This is an optimization exercise on Yosys and OpenROAD, whose aim is small area and a short achievable clock period, not a production implementation.
Only simulation tests tie the RTL to the original design; equivalence was not proved.
Power figures rest on the tool's default switching activity, not on a simulated workload.

**config.mk**
```make
export PLATFORM = sky130hd
export DESIGN_NAME = crtp_link
export DESIGN_NICKNAME = crtp_link
export VERILOG_FILES = /design/flow/design.v
export SDC_FILE = /design/flow/constraint.sdc
export NUM_CORES = 4
export LEC_CHECK = 0
export CAP_MARGIN = 20
export CORE_MARGIN = 2
export CORE_UTILIZATION = 40
export PLACE_DENSITY = 0.6
export SLEW_MARGIN = 20
```
**constraint.sdc**
```tcl
create_clock -name core_clock -period 8.0 [get_ports {clk}]
set_input_delay 1.6000 -clock core_clock [delete_from_list [all_inputs] [get_ports {clk}]]
set_output_delay 1.6000 -clock core_clock [all_outputs]
set_load 0.01 [all_outputs]
```
**design.v**
```verilog
module crtp_link (
    input  wire         clk,
    input  wire         rst,
    input  wire         rx_valid,
    input  wire [7:0]   rx_data,
    output wire         pkt_valid,
    input  wire         pkt_ready,
    output wire [7:0]   pkt_header,
    output wire [4:0]   pkt_size,
    output wire [239:0] pkt_data,
    input  wire         tx_valid,
    output wire         tx_ready,
    input  wire [7:0]   tx_header,
    input  wire [4:0]   tx_size,
    input  wire [239:0] tx_data,
    output wire         txo_valid,
    input  wire         txo_ready,
    output wire [7:0]   txo_data
);
    reg         st_first, st_second, st_header, st_size, st_data, st_csum;
    reg [9:0]   idle_cnt;
    reg [4:0]   index;
    reg [7:0]   acc_s, acc_k;        
    reg [7:0]   w_hdr;               
    reg [4:0]   w_size;
    reg [239:0] w_data;
    wire [7:0] c = rx_data;
    wire idle_full = (idle_cnt == 10'd999);
    wire timeout   = !rx_valid && idle_full;
    wire [8:0] acc_sum   = {1'b0, acc_s} + {1'b0, acc_k};
    wire [8:0] acc_sum1  = acc_sum - 9'd255;
    wire [8:0] acc_sum2  = acc_sum - 9'd510;
    wire [7:0] acc_canon = (acc_sum >= 9'd510) ? acc_sum2[7:0] :
                           (acc_sum >= 9'd255) ? acc_sum1[7:0] : acc_sum[7:0];
    wire csum_ok   = (c == acc_canon);
    wire last_data = (index + 5'd1 == w_size);
    always @(posedge clk) begin
        if (rst || rx_valid)
            idle_cnt <= 10'd0;
        else if (!idle_full)
            idle_cnt <= idle_cnt + 10'd1;
    end
    always @(posedge clk) begin
        if (rst || timeout) begin
            st_first  <= 1'b1;
            st_second <= 1'b0;
            st_header <= 1'b0;
            st_size   <= 1'b0;
            st_data   <= 1'b0;
            st_csum   <= 1'b0;
        end else if (rx_valid) begin
            st_first  <= (st_first && c != 8'hAA) || (st_second && c != 8'hAA) ||
                         (st_size && c > 8'd30) || st_csum;
            st_second <= st_first && c == 8'hAA;
            st_header <= st_second && c == 8'hAA;
            st_size   <= st_header;
            st_data   <= (st_size && c != 8'd0 && c <= 8'd30) || (st_data && !last_data);
            st_csum   <= (st_size && c == 8'd0) || (st_data && last_data);
        end
    end
    always @(posedge clk) begin
        if (st_size)
            index <= 5'd0;
        else if (st_data && rx_valid)
            index <= index + 5'd1;
    end
    always @(posedge clk) begin
        if (st_header) begin
            acc_s <= c;
            acc_k <= 8'd0;
        end else if (rx_valid && (st_size || st_data)) begin
            acc_s <= acc_s ^ acc_k ^ c;
            acc_k <= {(acc_s[6:0] & acc_k[6:0]) | (acc_s[6:0] & c[6:0]) | (acc_k[6:0] & c[6:0]),
                      (acc_s[7] & acc_k[7]) | (acc_s[7] & c[7]) | (acc_k[7] & c[7])};
        end
    end
    integer i;
    always @(posedge clk) begin
        if (st_header) w_hdr  <= c;
        if (st_size)   w_size <= c[4:0];
        for (i = 0; i < 30; i = i + 1)
            if (index == i) w_data[8*i +: 8] <= c;
    end
    reg [1:0]   count;
    reg [7:0]   h_hdr,  s_hdr;
    reg [4:0]   h_size, s_size;
    reg [239:0] h_data, s_data;
    wire full = count[1];
    wire push = rx_valid && st_csum && csum_ok && !full;
    wire pop  = (count != 2'd0) && pkt_ready;
    always @(posedge clk) begin
        if (rst)
            count <= 2'd0;
        else
            count <= count + {1'b0, push} - {1'b0, pop};
    end
    always @(posedge clk) begin
        if (count == 2'd0 || pkt_ready) begin
            h_hdr  <= full ? s_hdr  : w_hdr;
            h_size <= full ? s_size : w_size;
            h_data <= full ? s_data : w_data;
        end
    end
    always @(posedge clk) begin
        if (!full) begin
            s_hdr  <= w_hdr;
            s_size <= w_size;
            s_data <= w_data;
        end
    end
    assign pkt_valid  = (count != 2'd0);
    assign pkt_header = h_hdr;
    assign pkt_size   = h_size;
    assign pkt_data   = h_data;
    reg         busy;
    reg [5:0]   pos;             
    reg [7:0]   t_hdr;
    reg [4:0]   t_size;
    reg [239:0] t_data;
    reg [7:0]   t_acc;
    reg [7:0]   t_byte;          
    wire [8:0] t_sum  = {1'b0, t_acc} + {1'b0, t_byte};
    wire [8:0] t_sum1 = t_sum - 9'd255;
    wire [7:0] t_fold = (t_sum >= 9'd255) ? t_sum1[7:0] : t_sum[7:0];
    wire [5:0] last = {1'b0, t_size} + 6'd4;
    wire [5:0] dpos = pos - 6'd3;    
    reg [7:0] nb;                    
    integer j;
    always @(*) begin
        nb = 8'h00;
        if (pos == 6'd0)                     nb = 8'hAA;
        else if (pos == 6'd1)                nb = t_hdr;
        else if (pos == 6'd2)                nb = {3'b000, t_size};
        else if (pos == last - 6'd1)         nb = t_fold;
        else begin
            for (j = 0; j < 30; j = j + 1)
                if (dpos == j) nb = t_data[8*j +: 8];
        end
    end
    always @(posedge clk) begin
        if (rst)
            busy <= 1'b0;
        else if (!busy)
            busy <= tx_valid;
        else if (txo_ready && pos == last)
            busy <= 1'b0;
    end
    always @(posedge clk) begin
        if (!busy) begin
            t_hdr  <= tx_header;
            t_size <= tx_size;
            t_data <= tx_data;
            pos    <= 6'd0;
            t_acc  <= 8'd0;
            t_byte <= 8'hAA;
        end else if (txo_ready) begin
            pos    <= pos + 6'd1;
            t_byte <= nb;
            if (pos >= 6'd2) t_acc <= t_fold;
        end
    end
    assign tx_ready  = !busy;
    assign txo_valid = busy;
    assign txo_data  = t_byte;
endmodule
```
**run.sh**
```bash
#!/bin/bash
# synth_recipe.tcl (not shown) runs the flow's synth.tcl, then flattens the netlist and writes it again
# the make line also repeats each setting of config.mk as NAME=value (left out here)
make -C /OpenROAD-flow-scripts/flow DESIGN_CONFIG=/design/flow/config.mk WORK_HOME=/design/flow/orfs CLKGATE_MAP_FILE= SYNTH_SCRIPT=/design/flow/synth_recipe.tcl finish
```
==> notes.md <==
==> state kept, by name (all words and copies together), names as in the netlist, 2 cells and up <==
signal,cells
index,5
s_size,5
h_size,5
t_data,240
count,2
h_hdr,8
acc_k,8
pos,6
s_data,240
t_byte,8
w_hdr,8
t_acc,8
idle_cnt,10
h_data,240
t_hdr,8
t_size,5
w_data,240
s_hdr,8
acc_s,8
w_size,5
==> critical path: stages, from the launching register on <==
cell and delay, ns:
edfxtp_1 0.43, ha_1 0.27, fa_1 0.44, a211oi_1 0.38
o21bai_1 0.22, a2111oi_2 0.45, mux2i_1 0.21, a2111oi_2 0.61
o31ai_1 0.16, a2111oi_0 0.46, o2111ai_1 0.22, ha_1 0.31
inv_1 0.07, ha_1 0.17, xor2_1 0.18, xnor2_1 0.13
nor2_1 0.06
==> placed cells by master (no fill, tap or decap), drive strengths merged, types with 13 or more instances in the layout <==
master	instances
mux2	263
a211oi	32
o22ai	17
o221ai	17
a21o	15
and2	13
o211ai	26
clkdlybuf4s50	522
a21oi	70
mux2i	19
ha	36
a221oi	18
nand3	54
dfxtp	307
nor3	24
and3	23
xnor2	27
edfxtp	767
nor2	153
clkbuf	149
buf	32
clkinv	32
o21ai	41
inv	36
o31ai	13
nand2	118
xor2	24
==> power by group <==
part	internal, mW	leakage (nW)	switching (mW)	total, mW
Clock	3.03	1.79	2.15	5.18
Combinational	0.249	5.65	0.265	0.515
Sequential	6.12	10.2	0.0697	6.19
==> per-stage QoR <==
step	instances	setup WS, ns
2_1_floorplan	2423	2.552
3_3_place_gp	4161	2.947
3_5_place_dp	4161	3.006
4_1_cts	4364	3.031
5_1_grt	4370	2.578
6_report	4371	3.052
==> layer usage <==
metal | part of all wire (%) | wire (um) | global-route usage [%]
met5 | 0.041 | 41 | 0
met4 | 2.4 | 2433 | 5.956
met3 | 7.2 | 7259 | 4.532
met2 | 48 | 48710 | 33.39
met1 | 42 | 42350 | 26.03
==> area by class of cell <==
cell class              instances  area share [%]
flip-flops and latches       1074           59.08
multi-input cells            1224           18.79
repair buffers                555           11.07
clock buffers                 148           6.143
well taps                    1276           3.232
clock inverters                55           1.393
inverters                      33          0.2660
diodes                          6         0.03040
==> how the worst max path moves through the flow <==
stage,depth (start not counted),to,from
2_1_floorplan,2,tx_ready,busy
3_3_place_gp,16,count[1],rx_data[0]
3_5_place_dp,16,count[1],rx_data[0]
4_1_cts,16,count[1],acc_s[0]
5_1_grt,16,count[1],acc_s[0]
6_report,16,count[1],acc_s[0]
==> logic make-up (layout without fill, tap and decap cells) <==
group	Yosys count	in the layout	synth area share, %
adders and majority gates	46	46	1.670
other	0	6	0
DFF	1074	1074	74.90
muxes	282	282	8.090
xor gates and xnor gates	51	51	1.147
AOI/OAI and AO/OA	367	367	6.953
buffers and inverters	125	791	1.323
and+or+nand+nor	478	478	5.919
==> summary.md <==
| Metric | Value |
|---|---|
| Vias per cell | 5.217 |
| Post-Syn Area | 0.03896 sq mm |
| Worst skew pair latency | 0.70 ns |
| First-pass GRT wire length | 148.8 mm |
| Number of remaining DRC errors | 0 |
| Hold depth | 1 |
| Netlist cell types | 86 |
| Sequential share of the synthesized area | 74.90% |
| Final Setup Violations | 0 |
| Largest net degree at the start of global routing | 169 |
| Total power | 11.88 mW |
| Register cell area after layout | 0.02918 sq mm |
| Cts-stage hold buffer count | 0 |
| Ys Warns | 1 |
| Setup bufs post-CTS | 0 |
| DP HPWL | 68.84 mm |
| Fmax | 0.2021 GHz |
| Die ar. | 0.09991 sq mm |
| Routed WL per cell | 23.06 um |
| CTS root buf | clkbuf_16 |
| CP arrival | 5.47 ns |
| Vias in the first global route | 23430 |
| Filler instances | 7977 |
| Clock Path Buffers | 3 |
| Row cnt | 114 |
| Layout Nets | 3309 |
| H-tree Lvls | 3 |
| Die span in x | 316.1 um |
| WP data required | 8.53 ns |
| Crit-path max FO | 3 |
| Num CTS Buffers | 108 |
| GR Util All Layers | 19.98% |
| Synth Instances | 2423 |
| Syn_area_per_cell | 16.08 sq um |
| Top cells by area, synth | edfxtp_1 (59%), dfxtp_1 (16%), mux2_2 (7.6%), nor2_1 (1.5%), ha_1 (1.2%) |
| Fin Setup TNS | 0 ns |
| Reg2Reg Capture Point | count[1] |
| Startpoint class of the critical path | register |
| Io pins | 531 |
| Share of layout cells above drive strength 1 | 16.41% |
| WHS Endpoint | s_hdr[6] |
| Initial DRC count | 2094 |
| Vias after detailed routing | 22800 |
| Final period util | 61.84% |
| Final Hold Vio Count | 0 |
| Post-synth top area cell | edfxtp_1 |
| Leak | 17.59 nW |
| Yosys reg bits | 1074 |
| R2r startpoint | acc_s[0] |
| Status | timing/DRC/antenna clean |
| Vert. Die Dim | 316.1 um |
| Hold Crit Class | register to register |
| Post-CTS resize count | 0 |
| Finished Cell Area | 0.04939 sq mm |
| Multi-input gate area | 0.009279 sq mm |
| Setup repair after global routing missed its margin | no |
| Worst r2r path cells | 16 |
| Initial antenna violation count | 8 |
| Flop-to-flop setup slack | 3.05 ns |
| Crit Path Category | register to register |
| Layout area overhead | 26.79% |
| VDD IR max | 0.0001945 V |
| Syn_nets | 2736 |
| Post-synth EDFFs | 767 |
| Hold slack | 0.4699 ns |
| CTS sink cnt | 1074 |
| Top cell type's share of synthesized area | 59.12% |
| Clk slew on worst S/H paths | 0.07 ns |
| Drt total wl | 100.8 mm |
| Number of port buffers | 530 |
| Worst relative slew slack | 27.44% |
| Worst-Margin Slew | 1.081 ns |
| Final Util | 51.15% |
| CP Capture Type | register |
| Placed cell areas | 0.04565 sq mm |
| Max-slew violations | 0 |
| Max-cap violations | 0 |
| Synth cell count leaders | edfxtp_1 (767), dfxtp_1 (307), mux2_2 (263) |
| Most numerous cell in the Yosys netlist | edfxtp_1 |
| Core footprint | 0.09657 sq mm |
| Cell Pwr Density | 240.6 mW/mm^2 |
| Hold Startpoint | s_hdr[6] |
| CTS tree | done |
| Starting Density | 40.34% |
| Gr ovfl total | 0 |
| Synth async-reset ratio | 0% |
| 1st-pass router iterations | 5 |
| Main flop type after synthesis | edfxtp_1 |
| GP Congestion | 0.8550 |
| Clk_skew | 0.03544 ns |
| Post-route ant nets | 0 |
| Tmin final | 4.948 ns |

separate check: timing with driven ports:
Ports are ideal in the flow. The routed layout listed here was re-timed in OpenROAD.
Step 1: set_driving_cell puts a clkbuf_16 on clk and a buf_2 on each other input, an assumption about the parent block.
Step 2 moves the port delays by t, midway between the first and last clock arrival at a register: inputs arrive t later, outputs are due t later. That takes back most of the time a late clock gives input paths.
Slacks: ideal / step 1 / step 2; pairs: ideal / step 1.
t (ns): 0.744
setup WS [ns]: 3.052 / 3.052 / 3.007
worst data-port slew with drivers (ns): 0.13
After both steps this run still meets setup and hold. The setup slack of this run moves by 0.000 ns with the drivers and by -0.045 ns with both steps.
